This is an optimization exercise on Yosys and OpenROAD, whose aim is small area and few clock cycles, not a production implementation. In this exercise RTL edits were held to simulation tests only and were not proved equivalent to the original. Power is estimated from default activity; no workload was simulated.

[run.sh]
#!/bin/bash
# synth_recipe.tcl (not shown) runs the flow's synth.tcl, then flattens the netlist and writes it again
# the make line also repeats each setting of config.mk as NAME=value (left out here)
make -C /OpenROAD-flow-scripts/flow DESIGN_CONFIG=/design/flow/config.mk WORK_HOME=/design/flow/orfs CLKGATE_MAP_FILE= SYNTH_SCRIPT=/design/flow/synth_recipe.tcl finish
[config.mk]
export PLATFORM = sky130hd
export DESIGN_NAME = lmac_core
export DESIGN_NICKNAME = lmac_core
export VERILOG_FILES = /design/flow/design.v
export SDC_FILE = /design/flow/constraint.sdc
export NUM_CORES = 4
export LEC_CHECK = 0
export CAP_MARGIN = 20
export CORE_MARGIN = 2
export CORE_UTILIZATION = 40
export SLEW_MARGIN = 20
[constraint.sdc]
create_clock -name core_clock -period 8.0 [get_ports {clk}]
set_input_delay 1.6000 -clock core_clock [delete_from_list [all_inputs] [get_ports {clk}]]
set_output_delay 1.6000 -clock core_clock [all_outputs]
set_load 0.01 [all_outputs]
[design.v]
module lmac_core (
    input  wire       clk,
    input  wire       rst,
    input  wire       rx_valid,
    input  wire [7:0] rx_data,
    output wire       rx_ready,
    input  wire       cmd_valid,
    input  wire [3:0] cmd_op,
    input  wire [7:0] cmd_data,
    input  wire [1:0] cmd_flags,
    output wire       cmd_ready,
    output reg        rsp_valid,
    output reg  [3:0] rsp_status,
    output wire       tx_valid,
    output reg  [7:0] tx_data,
    input  wire       tx_ready,
    output reg        pay_valid,
    output reg  [7:0] pay_data,
    output reg        err_valid,
    output reg  [3:0] err_code
);
    localparam integer CAP         = 128;
    localparam integer OVERHEAD    = 5;
    localparam integer MAX_PAYLOAD = CAP - OVERHEAD;
    localparam [7:0] MARKER       = 8'h80;
    localparam [7:0] END_MARKER   = 8'h7F;
    localparam [7:0] ADDRESS_LAST = 8'h7F;
    localparam [7:0] ADDRESS_MAX  = 8'h7E;
    localparam [3:0] OP_INIT    = 4'h0;
    localparam [3:0] OP_DEINIT  = 4'h1;
    localparam [3:0] OP_RXEN    = 4'h2;
    localparam [3:0] OP_RXDIS   = 4'h3;
    localparam [3:0] OP_WRITE   = 4'h4;
    localparam [3:0] OP_SETDEST = 4'h5;
    localparam [3:0] ST_SUCCESS           = 4'd0;
    localparam [3:0] ST_NULL_CALLBACK     = 4'd1;
    localparam [3:0] ST_SELF_ADDR_INVALID = 4'd2;
    localparam [3:0] ST_DEST_ADDR_INVALID = 4'd3;
    localparam [3:0] ST_PAYLOAD_TOO_LARGE = 4'd4;
    localparam [3:0] ST_INVALID_PAYLOAD   = 4'd5;
    localparam [3:0] ST_DEST_MISMATCH     = 4'd6;
    localparam [3:0] ST_SRC_MISMATCH      = 4'd7;
    localparam [3:0] ST_CK_MISMATCH       = 4'd8;
    localparam [3:0] ST_FRAME_TOO_LARGE   = 4'd9;
    reg       initialized;
    reg       err_cb_present;
    reg [7:0] self_address;
    reg [7:0] destination_address;
    reg [7:0] rx_len;
    reg [7:0] rx_buf [0:CAP-1];
    localparam [1:0] R_IDLE    = 2'd0;
    localparam [1:0] R_SUM     = 2'd1;
    localparam [1:0] R_JUDGE   = 2'd2;
    localparam [1:0] R_DELIVER = 2'd3;
    reg [1:0] rstate;
    reg [7:0] frame_len;    
    reg [7:0] ridx;
    reg [6:0] ck_low;
    reg [6:0] ck_high;
    localparam [1:0] C_IDLE   = 2'd0;
    localparam [1:0] C_PAY    = 2'd1;
    localparam [1:0] C_DECIDE = 2'd2;
    localparam [1:0] C_SEND   = 2'd3;
    reg [1:0] cstate;
    reg [7:0] wr_len;
    reg [7:0] wr_cnt;
    reg       wr_bad_byte;
    reg [6:0] tx_low;
    reg [6:0] tx_high;
    reg [7:0] tx_idx;
    reg [7:0] tx_buf [0:MAX_PAYLOAD-1];
    wire idle = (rstate == R_IDLE) && (cstate == C_IDLE);
    assign rx_ready  = idle;
    assign cmd_ready = (rstate == R_IDLE) &&
                       ((cstate == C_IDLE && !rx_valid) || cstate == C_PAY);
    wire rx_fire  = rx_valid && rx_ready;
    wire cmd_fire = cmd_valid && cmd_ready;
    wire [6:0] sum_low  = ck_low + rx_buf[ridx[6:0]][6:0];
    wire [6:0] sum_high = ck_high + sum_low;
    wire [6:0] fin_low  = (ck_low  == 7'h7F) ? 7'h00 : ck_low;
    wire [6:0] fin_high = (ck_high == 7'h7F) ? 7'h00 : ck_high;
    wire [6:0] wr_low  = tx_low + cmd_data[6:0];
    wire [6:0] wr_high = tx_high + wr_low;
    wire tx_last = (tx_idx == wr_len + 8'd4);
    assign tx_valid = (cstate == C_SEND);
    always @(*) begin
        if (tx_idx == 8'd0)
            tx_data = destination_address | MARKER;
        else if (tx_idx == 8'd1)
            tx_data = self_address;
        else if (tx_idx < wr_len + 8'd2)
            tx_data = tx_buf[tx_idx - 8'd2];
        else if (tx_idx == wr_len + 8'd2)
            tx_data = {1'b0, (tx_high == 7'h7F) ? 7'h00 : tx_high};
        else if (tx_idx == wr_len + 8'd3)
            tx_data = {1'b0, (tx_low == 7'h7F) ? 7'h00 : tx_low};
        else
            tx_data = END_MARKER;
    end
    integer i;
    always @(posedge clk) begin
        if (rst) begin
            initialized         <= 1'b0;
            err_cb_present      <= 1'b0;
            self_address        <= ADDRESS_LAST;
            destination_address <= ADDRESS_LAST;
            rx_len              <= 8'd0;
            rstate              <= R_IDLE;
            cstate              <= C_IDLE;
            frame_len           <= 8'd0;
            ridx                <= 8'd0;
            ck_low              <= 7'd0;
            ck_high             <= 7'd0;
            wr_len              <= 8'd0;
            wr_cnt              <= 8'd0;
            wr_bad_byte         <= 1'b0;
            tx_low              <= 7'd0;
            tx_high             <= 7'd0;
            tx_idx              <= 8'd0;
            rsp_valid           <= 1'b0;
            rsp_status          <= 4'd0;
            pay_valid           <= 1'b0;
            pay_data            <= 8'd0;
            err_valid           <= 1'b0;
            err_code            <= 4'd0;
        end else begin
            rsp_valid <= 1'b0;
            pay_valid <= 1'b0;
            err_valid <= 1'b0;
            case (rstate)
                R_IDLE: begin
                    if (rx_fire && initialized) begin
                        if (rx_len == CAP) begin
                            rx_len <= 8'd0;
                            if (err_cb_present) begin
                                err_valid <= 1'b1;
                                err_code  <= ST_FRAME_TOO_LARGE;
                            end
                        end else begin
                            rx_buf[rx_len[6:0]] <= rx_data;
                            rx_len <= rx_len + 8'd1;
                            if (rx_data == END_MARKER) begin
                                frame_len <= rx_len + 8'd1;
                                if (rx_len + 8'd1 < OVERHEAD) begin
                                    rx_len <= 8'd0;
                                    if (err_cb_present) begin
                                        err_valid <= 1'b1;
                                        err_code  <= ST_CK_MISMATCH;
                                    end
                                end else begin
                                    rstate  <= R_SUM;
                                    ridx    <= 8'd0;
                                    ck_low  <= 7'd0;
                                    ck_high <= 7'd0;
                                end
                            end
                        end
                    end
                end
                R_SUM: begin
                    ck_low  <= sum_low;
                    ck_high <= sum_high;
                    ridx    <= ridx + 8'd1;
                    if (ridx == frame_len - 8'd4)
                        rstate <= R_JUDGE;
                end
                R_JUDGE: begin
                    rx_len <= 8'd0;
                    rstate <= R_IDLE;
                    if ({1'b0, fin_low}  != rx_buf[frame_len - 8'd2] ||
                        {1'b0, fin_high} != rx_buf[frame_len - 8'd3]) begin
                        if (err_cb_present) begin
                            err_valid <= 1'b1;
                            err_code  <= ST_CK_MISMATCH;
                        end
                    end else if (rx_buf[0] != (self_address | MARKER)) begin
                        if (err_cb_present) begin
                            err_valid <= 1'b1;
                            err_code  <= ST_DEST_MISMATCH;
                        end
                    end else if (rx_buf[1] != destination_address) begin
                        if (err_cb_present) begin
                            err_valid <= 1'b1;
                            err_code  <= ST_SRC_MISMATCH;
                        end
                    end else if (frame_len > OVERHEAD) begin
                        rstate <= R_DELIVER;
                        ridx   <= 8'd2;
                    end
                end
                R_DELIVER: begin
                    pay_valid <= 1'b1;
                    pay_data  <= rx_buf[ridx[6:0]];
                    ridx      <= ridx + 8'd1;
                    if (ridx == frame_len - 8'd4)
                        rstate <= R_IDLE;
                end
                default: rstate <= R_IDLE;
            endcase
            case (cstate)
                C_IDLE: begin
                    if (cmd_fire) begin
                        case (cmd_op)
                            OP_INIT: begin
                                rsp_valid <= 1'b1;
                                if (!cmd_flags[0]) begin
                                    rsp_status <= ST_NULL_CALLBACK;
                                end else if (cmd_data > ADDRESS_MAX) begin
                                    rsp_status <= ST_SELF_ADDR_INVALID;
                                end else begin
                                    rsp_status          <= ST_SUCCESS;
                                    self_address        <= cmd_data;
                                    destination_address <= ADDRESS_LAST;
                                    rx_len              <= 8'd0;
                                    err_cb_present      <= cmd_flags[1];
                                    initialized         <= 1'b1;
                                end
                            end
                            OP_DEINIT: begin
                                rsp_valid           <= 1'b1;
                                rsp_status          <= ST_SUCCESS;
                                self_address        <= ADDRESS_LAST;
                                destination_address <= ADDRESS_LAST;
                                rx_len              <= 8'd0;
                                err_cb_present      <= 1'b0;
                                initialized         <= 1'b0;
                            end
                            OP_SETDEST: begin
                                rsp_valid <= 1'b1;
                                if (cmd_data > ADDRESS_MAX) begin
                                    rsp_status <= ST_DEST_ADDR_INVALID;
                                end else begin
                                    rsp_status          <= ST_SUCCESS;
                                    destination_address <= cmd_data;
                                end
                            end
                            OP_WRITE: begin
                                wr_len      <= cmd_data;
                                wr_cnt      <= 8'd0;
                                wr_bad_byte <= 1'b0;
                                tx_low  <= destination_address[6:0] + self_address[6:0];
                                tx_high <= destination_address[6:0] + destination_address[6:0]
                                           + self_address[6:0];
                                if (cmd_data == 8'd0)
                                    cstate <= C_DECIDE;
                                else
                                    cstate <= C_PAY;
                            end
                            default: begin
                                rsp_valid  <= 1'b1;
                                rsp_status <= ST_SUCCESS;
                            end
                        endcase
                    end
                end
                C_PAY: begin
                    if (cmd_fire) begin
                        if (wr_cnt < MAX_PAYLOAD)
                            tx_buf[wr_cnt[6:0]] <= cmd_data;
                        if (cmd_data >= END_MARKER)
                            wr_bad_byte <= 1'b1;
                        tx_low  <= wr_low;
                        tx_high <= wr_high;
                        wr_cnt  <= wr_cnt + 8'd1;
                        if (wr_cnt == wr_len - 8'd1)
                            cstate <= C_DECIDE;
                    end
                end
                C_DECIDE: begin
                    if (destination_address > ADDRESS_MAX) begin
                        rsp_valid  <= 1'b1;
                        rsp_status <= ST_DEST_ADDR_INVALID;
                        rx_len     <= 8'd0;
                        cstate     <= C_IDLE;
                    end else if (wr_len > MAX_PAYLOAD) begin
                        rsp_valid  <= 1'b1;
                        rsp_status <= ST_PAYLOAD_TOO_LARGE;
                        rx_len     <= 8'd0;
                        cstate     <= C_IDLE;
                    end else if (wr_bad_byte) begin
                        rsp_valid  <= 1'b1;
                        rsp_status <= ST_INVALID_PAYLOAD;
                        rx_len     <= 8'd0;
                        cstate     <= C_IDLE;
                    end else begin
                        tx_idx <= 8'd0;
                        cstate <= C_SEND;
                    end
                end
                C_SEND: begin
                    if (tx_ready) begin
                        tx_idx <= tx_idx + 8'd1;
                        if (tx_last) begin
                            rsp_valid  <= 1'b1;
                            rsp_status <= ST_SUCCESS;
                            rx_len     <= 8'd0;
                            cstate     <= C_IDLE;
                        end
                    end
                end
                default: cstate <= C_IDLE;
            endcase
        end
    end
endmodule
==> run notes <==
[power breakdown]
part           total [mW]  internal [mW]  switching, mW
sequential           12.3           12.2         0.0440
combinational       0.744          0.259          0.485
clock                10.4           5.99           4.41
[area by class of cell]
cell class                      instances  area (µm²)
Fill cell                           21750      140800
Antenna cell                            4       10.01
Clock buffer                          280        5938
Timing Repair Buffer                  335        2952
Clock inverter                        130        1279
Tap cell                             3384        4234
Multi-Input combinational cell       3202       38890
Sequential cell                      2132       62810
Inverter                               58       217.7
[worst max-delay path, cell delays in order, from the launching register on]
cell and delay [ns]:
dfxtp_4 0.52, clkinv_1 0.39, ha_4 0.34, xor2_4 0.62, buf_12 0.30, mux4_2 0.57
mux2i_1 0.29, nand2_1 0.09, o21ai_0 0.32, a21oi_1 0.25, nor2_1 0.28, a21oi_1 0.10
mux2i_1 0.15, a21oi_1 0.12, clkdlybuf4s50_1 0.52
[routing by layer]
| metal | vias up | GRT usage |
|---|---|---|
| met5 | - | 0 |
| met2 | 4035 | 0.3883 |
| met4 | 6 | 0.1370 |
| met3 | 856 | 0.05454 |
| met1 | 32800 | 0.3289 |
| li1 | 24590 | - |
[cells in the final DEF (no fill, tap or decap), drive strengths merged, types with 11 or more instances in the layout]
| cell | n |
|---|---|
| a211oi | 53 |
| clkbuf | 280 |
| clkinv | 94 |
| clkdlybuf4s50 | 38 |
| buf | 297 |
| a311oi | 11 |
| o22ai | 21 |
| nor4 | 18 |
| dfxtp | 124 |
| ha | 77 |
| bufinv | 23 |
| a22oi | 60 |
| a21oi | 124 |
| mux2 | 11 |
| a31oi | 32 |
| nand3 | 88 |
| and3 | 13 |
| inv | 61 |
| nor2 | 448 |
| a32oi | 24 |
| a21o | 21 |
| mux2i | 221 |
| nand2 | 338 |
| or3 | 15 |
| xor2 | 45 |
| edfxtp | 2008 |
| mux4 | 1135 |
| nor2b | 28 |
| o21ai | 57 |
| o2111ai | 12 |
| nand4 | 52 |
| xnor2 | 88 |
| or4 | 12 |
| nor3 | 65 |
[metrics by stage]
stage,cells,util,hold slack [ns]
finish,9525,0.4524,0.4596
global route,9522,0.4524,0.4895
CTS,9517,0.4521,0.4612
detailed placement,9107,0.4240,0.4520
global placement,9102,0.4237,0.4468
floorplan,5809,-,0.4244
[cell families (layout without fill, tap and decap cells)]
group,Yosys count,in the layout,synth area share
mux,1367,1367,0.2695
compound gates,491,491,0.03219
buf+inv,475,803,0.02165
flops,2132,2132,0.6062
fa+ha+maj,83,83,0.01046
simple gates,1127,1127,0.04815
xor+xnor,133,133,0.01179
other cells,1,5,0.00003621
[worst paths after layout]
kind	startpoint	endpoint	slack [ns]
worst min register to register	rsp_status[2]	rsp_status[2]	0.46
worst max register to register	frame_len[1]	flip-flop	1.31
worst min-delay path	rsp_status[2]	rsp_status[2]	0.46
worst max-delay path	tx_idx[1]	tx_data[5]	0.61
[Yosys cell counts (10+ instances only)]
library cell / count / area share
nor3_1: 65 / 0.0031
o21ai_1: 10 / 0.00048
mux2i_1: 221 / 0.021
a21o_1: 21 / 0.0015
a211oi_1: 53 / 0.0038
mux4_2: 1132 / 0.25
o21ai_0: 47 / 0.0023
and2_1: 10 / 0.00060
inv_1: 54 / 0.0020
nand3_1: 88 / 0.0043
a21oi_1: 122 / 0.0059
buf_1: 75 / 0.0027
o2111ai_1: 12 / 0.0010
xor2_1: 43 / 0.0036
ha_1: 77 / 0.0093
xnor2_1: 84 / 0.0071
buf_6: 19 / 0.0021
buf_2: 76 / 0.0037
dfxtp_1: 124 / 0.024
buf_4: 56 / 0.0041
mux2_2: 11 / 0.0012
a31oi_1: 32 / 0.0019
a22oi_1: 60 / 0.0043
a311oi_1: 11 / 0.00093
nor2_1: 448 / 0.016
or3_1: 15 / 0.00091
nand2_1: 338 / 0.012
o22ai_1: 21 / 0.0013
a32oi_1: 24 / 0.0020
edfxtp_1: 2008 / 0.58
nand4_1: 52 / 0.0031
o21bai_1: 10 / 0.00072
and3_1: 13 / 0.00079
or4_1: 12 / 0.00087
nor4_1: 17 / 0.0010
nor2b_1: 28 / 0.0017
clkbuf_1: 190 / 0.0069
[flip-flops by register name, indices dropped and copies added (netlist names), 4 cells and up, named ones only]
signal / count
ck_high: 7
ck_low: 7
destination_address: 8
err_code: 4
frame_len: 8
pay_data: 8
ridx: 8
rx_buf: 1024
rx_len: 8
self_address: 8
tx_buf: 984
tx_high: 7
tx_idx: 8
tx_low: 7
wr_cnt: 8
wr_len: 8
==> results.tsv <==
stage	metric	value	unit
run_status	run_status	no timing/DRC/antenna violations	
timing	finalHoldViolCount	0	
routing	wl_met3	33460	µm
cells_and_area	nets	6064	
timing	finalSetupViolations	0	
clock_network	root_buffer	clkbuf_16	
timing	worst_slack	0.6143	ns
routing	wl	334400	µm
clock_network	cts_resized	0	
timing	skew	0.07042	ns
placed_design	io_buffers	55	
clock_network	cts_made_buffers	225	
setup_path	reg2reg_depth	13	
routing	wl_per_cell	35.11	µm
power	irDropWorstVdd	0.0001993	V
synthesis	synth_edf_count	2008	
global_route	antenna_found_initial	11	
timing	tightest_slew	1.231	ns
routing	firstDrtPassIters	7	
cells_and_area	fin_area	0.1163	mm²
hold_path	holdPathStages	2	
clock_network	cts_hold_buf	0	
power	leakagePower	34.86	nW
clock_network	clkLatencyLatePin	0.90	ns
floorplan	dieArea	0.2630	mm²
cells_and_area	drive_gt1_frac	0.3015	
setup_path	end_kind	primary output	
setup_path	required	6.40	ns
synthesis	synth-main-ff-cell	edfxtp_1	
global_route	grt_pass1_wl	470800	µm
synthesis	ys_seq_area_frac	0.6062	
synthesis	synth.net_count	5919	
synthesis	syn_area_per_cell	17.83	µm²
floorplan	core	0.2572	mm²
global_route	grt_max_degree	111	
global_route	gr-total-overflow	0	
floorplan	start_util	0.4027	
power	p_per_area	201.1	mW/mm²
timing	slew_headroom	0.1691	
synthesis	synthArstFlopShare	0	
routing	wl_met1	124600	µm
routing	drtIter0Drc	8876	
clock_network	clk_pin_slew_worst_paths	0.06	ns
synthesis	ys_ff_latch	2132	
placed_design	dp_slack	1.478	ns
timing	min_period	7.386	ns
setup_path	cp_data_arrival_time	5.79	ns
timing	post-route-period-util	0.9232	
timing	fmax	135.4	MHz
cells_and_area	area_growth	12.34	%
timing	setup_tns	0	ns
timing	drv_slew	0	
power	power	23.40	mW
floorplan	die_h	512.8	µm
routing	num_vias	62280	
clock_network	cts_tree	done	
floorplan	fp-row-count	186	
placed_design	gp_congestion	0.9906	
setup_path	cp-start-kind	flip-flop	
synthesis	synthDistinctLibCells	87	
global_route	grt_pass1_vias	60860	
setup_path	critPathMaxFanout	20	
routing	drc	0	
routing	highest_layer	met5	
synthesis	syn_inst	5809	
clock_network	clock_sinks	2132	
run	cap_violations	0	
timing	rsz0062_at_grt	false	
placed_design	dp_hpwl	222100	µm
floorplan	ios	57	
synthesis	syn-cell-area	0.1036	mm²
placed_design	dpl_cell_area	0.1090	mm²
clock_network	htreeDepth	4	
synthesis	yosysWarnings	1	
routing	drtAntennaViolNets	0	
setup_path	worstSetupPathType	reg2out	
hold_path	worstHoldPathType	reg2reg	
global_route	track_usage	0.2502	
clock_network	cts_setup_buffers	0	
clock_network	clk_path_buf_depth	4	
routing	viasPerCell	6.539	
routing	wl_met2	154800	µm
floorplan	die_x	512.8	µm
Testbench counts, summed over its fixed seeds: cycles 63,775.

-- what the ideal ports hide --
Ports are ideal in the flow. The routed layout listed here was re-timed in OpenROAD.
Step 1 sets driving cells, clkbuf_16 on the clock port and buf_2 on the other inputs (assumed; they add their load-dependent delay and slew).
Step 2 moves the port delays by t, midway between the first and last clock arrival at a register: inputs arrive t later, outputs are due t later. That takes back most of the time a late clock gives input paths.
a / b / c = ideal / step 1 / step 2; a / b = the first two.
t, ns: 0.970
slack for setup (ns): 0.614 / 0.517 / 1.314
worst setup path after step 2: register to register
After both steps setup and hold are still met in this run. The setup slack of this run moves by -0.097 ns with the drivers and by +0.700 ns with both steps.
